Context: an optimization exercise on an open-source flow, tuned for small area. The choices shown serve that exercise and are no tape-out recipe. The RTL was checked by simulation tests, not by an equivalence proof against the original design. Power figures rest on the tool's default switching activity, not on a simulated workload.

build 91:
## tiny16
module tiny16 (
    input  wire        clk,
    input  wire        rst,
    input  wire [15:0] start_pc,
    output wire        mem_valid,
    output wire [14:0] mem_addr,
    output wire [1:0]  mem_wstrb,
    output wire [15:0] mem_wdata,
    input  wire        mem_ready,
    input  wire [15:0] mem_rdata,
    output wire        uart_valid,
    output wire [7:0]  uart_data,
    output wire        halted,
    output wire        fault,
    output wire [15:0] fault_pc,
    output wire [4:0]  fault_op
);
    localparam OP_NOP  = 5'h00, OP_HALT = 5'h01, OP_LDI  = 5'h02, OP_MOV  = 5'h03,
               OP_ADD  = 5'h04, OP_SUB  = 5'h05, OP_AND  = 5'h06, OP_OR   = 5'h07,
               OP_XOR  = 5'h08, OP_NOT  = 5'h09, OP_SHL  = 5'h0A, OP_SHR  = 5'h0B,
               OP_ADDI = 5'h0C, OP_CMPI = 5'h0D, OP_CMP  = 5'h0E, OP_LD   = 5'h0F,
               OP_ST   = 5'h10, OP_LDB  = 5'h11, OP_STB  = 5'h12, OP_LDS  = 5'h13,
               OP_STS  = 5'h14, OP_JMP  = 5'h15, OP_JZ   = 5'h16, OP_JNZ  = 5'h17,
               OP_JC   = 5'h18, OP_JN   = 5'h19, OP_CALL = 5'h1A, OP_RET  = 5'h1B,
               OP_IN   = 5'h1C, OP_OUT  = 5'h1D;
    localparam S_INIT = 3'd0, S_FETCH = 3'd1, S_EX = 3'd2, S_SH = 3'd3,
               S_EXA  = 3'd4, S_MEM   = 3'd5, S_FIN = 3'd6, S_HALT = 3'd7;
    reg  [3:0]   ph;
    reg  [2:0]   st;
    reg  [2:0]   bc;         
    reg  [127:0] xr;         
    reg  [15:0]  pcr;        
    reg  [15:0]  tr;         
    reg  [15:0]  cr;         
    reg  [15:0]  mar;        
    reg  [15:0]  mdr;        
    reg  [15:0]  ir;
    reg          fz, fn, fc, fv;
    reg          irq;
    reg          ic;         
    reg          ac;         
    reg          tc;         
    reg          ge, nz;     
    reg          sw;         
    reg          tw;         
    wire p0  = (ph == 4'd0);
    wire p15 = (ph == 4'd15);
    wire [4:0] op = ir[15:11];
    wire [2:0] rd = ir[10:8];
    wire [2:0] rs = ir[7:5];
    wire op_illegal = (op[4:1] == 4'hF);
    wire op_wide = (op == OP_LDI) || (op == OP_LD) || (op == OP_ST) || (op == OP_LDB) ||
  ...
Size: ~840 cells after synthesis, about 250 flip-flops, ~100 I/O pins, ~0.0095 mm^2 of cells after synthesis.
Settings: LEC_CHECK=0, CAP_MARGIN=20, CORE_MARGIN=2, CORE_UTILIZATION=40, PLACE_DENSITY=0.6, SLEW_MARGIN=20; clock period 10.0 ns.
standard.sh (not shown) runs the stock make flow with config.mk's settings and CLKGATE_MAP_FILE= SYNTH_SCRIPT=/design/flow/synth_recipe.tcl, a recipe that flattens the netlist after the stock synthesis.
==> flow/flow/run.sh <==
#!/bin/bash
# Own flow: the standard ORFS layout (the standard.sh, standard synthesis
# unchanged) with two placement/CTS options changed:
#  - port buffers use the small sky130_fd_sc_hd__buf_1 cell (every input and
#    output port still gets its buffer)
#  - clock tree: no dummy loads, small clock buffers
set -euo pipefail
export BUFFER_PORTS_ARGS="-buffer_cell sky130_fd_sc_hd__buf_1"
export CTS_ARGS="-sink_clustering_enable -repair_clock_nets -dont_use_dummy_load -buf_list {sky130_fd_sc_hd__clkbuf_4}"
bash standard.sh finish > flow_make.log 2>&1
Setup changes, build 91 to build 76
Settings: a change of CORE_UTILIZATION from 40 to 55; a change of PLACE_DENSITY from 0.6 to 0.7; an added ABC_AREA of 1.
==> flow/run.sh (new file) <==
#!/bin/bash
# synth_recipe.tcl (not shown) runs the flow's synth.tcl, then flattens the netlist and writes it again
# the make line also repeats each setting of config.mk as NAME=value (left out here)
make -C /OpenROAD-flow-scripts/flow DESIGN_CONFIG=/design/flow/config.mk WORK_HOME=/design/flow/orfs CLKGATE_MAP_FILE= SYNTH_SCRIPT=/design/flow/synth_recipe.tcl finish
removed: flow/flow/run.sh
removed: flow/standard.sh
Per the final summary, build 76 finished and its layout is clean on timing, DRC and antenna.
Of build 91 and build 76, the run reporting the lower relative area of non-clock buffer cells in the final design was build 91.
Build 76 leaves more setup margin than build 91.
Core footprint (build 91 / build 76): 1.4
Build 76 vs build 91 on number of signal-net inverters in the final layout: build 76 is the higher one.
Synthesized area grows slightly when moving from build 91 to build 76.
Between build 91 and build 76, the switching power is higher for build 76.
Comparing build 91 and build 76, count of mapped cells out of synthesis is lower on build 91.
Compared with build 91, build 76 instantiates a larger number of standard cells.
diff inputs: build 76 => build 49
Settings: a change of PLACE_DENSITY from 0.7 to 0.6; a deleted ABC_AREA that had been 1; a change of CORE_UTILIZATION from 55 to 40.
### Flow results
Build 49 vs build 76 on fmax: build 49 is the lower one. Count of multi-input combinational gates | build 49 below build 76. Build 49 consumes less power than build 76 does. Clock buffer count (build 49 over build 76): increase, 4. Diff build 76 -> build 49 | fraction of final layout cells with drive strength greater than 1 | increase of 1.7 points. The lower hold slack of build 49 and build 76 is in build 49. Number of non-clock buffers in the layout was lower in the run labelled build 76. Build 49 vs build 76, clock network fraction of total power went up by 2.6 points. Multiplexer area fraction after synthesis was lower in build 76 than in build 49. Routed wire length: build 49 vs build 76 up about 0.43%. Build 49 falls short of build 76 in setup slack of the critical path after layout.

separate check: timing with driven ports:
How much do the figures lean on ideal ports? The routed layouts below were timed once more, with nothing changed but the port constraints. Step 1, drivers: a clkbuf_16 drives clk and a buf_2 each remaining input, both assumed. Step 2, shift: input delay + t, output delay - t, t = (earliest + latest rising clock arrival at the registers) / 2. This alone moves slack from input paths to output paths. Slacks: ideal / step 1 / step 2; pairs: ideal / step 1.
| run | t (ns) | slack for setup (ns) | hold slack, ns | worst slew at a driven data input, ns | pins driven straight from the clock port |
|---|---|---|---|---|---|
| build 91 | 0.678 | 4.325 / 4.286 / 4.965 | 0.296 / 0.296 / 0.296 | 0.04 | 1 |
| build 76 | 0.559 | 4.333 / 4.287 / 4.846 | 0.324 / 0.324 / 0.324 | 0.04 | 1 |
| build 49 | 0.576 | 4.008 / 3.960 / 4.536 | 0.318 / 0.318 / 0.318 | 0.04 | 1 |
After both steps setup and hold are still met in every run listed.
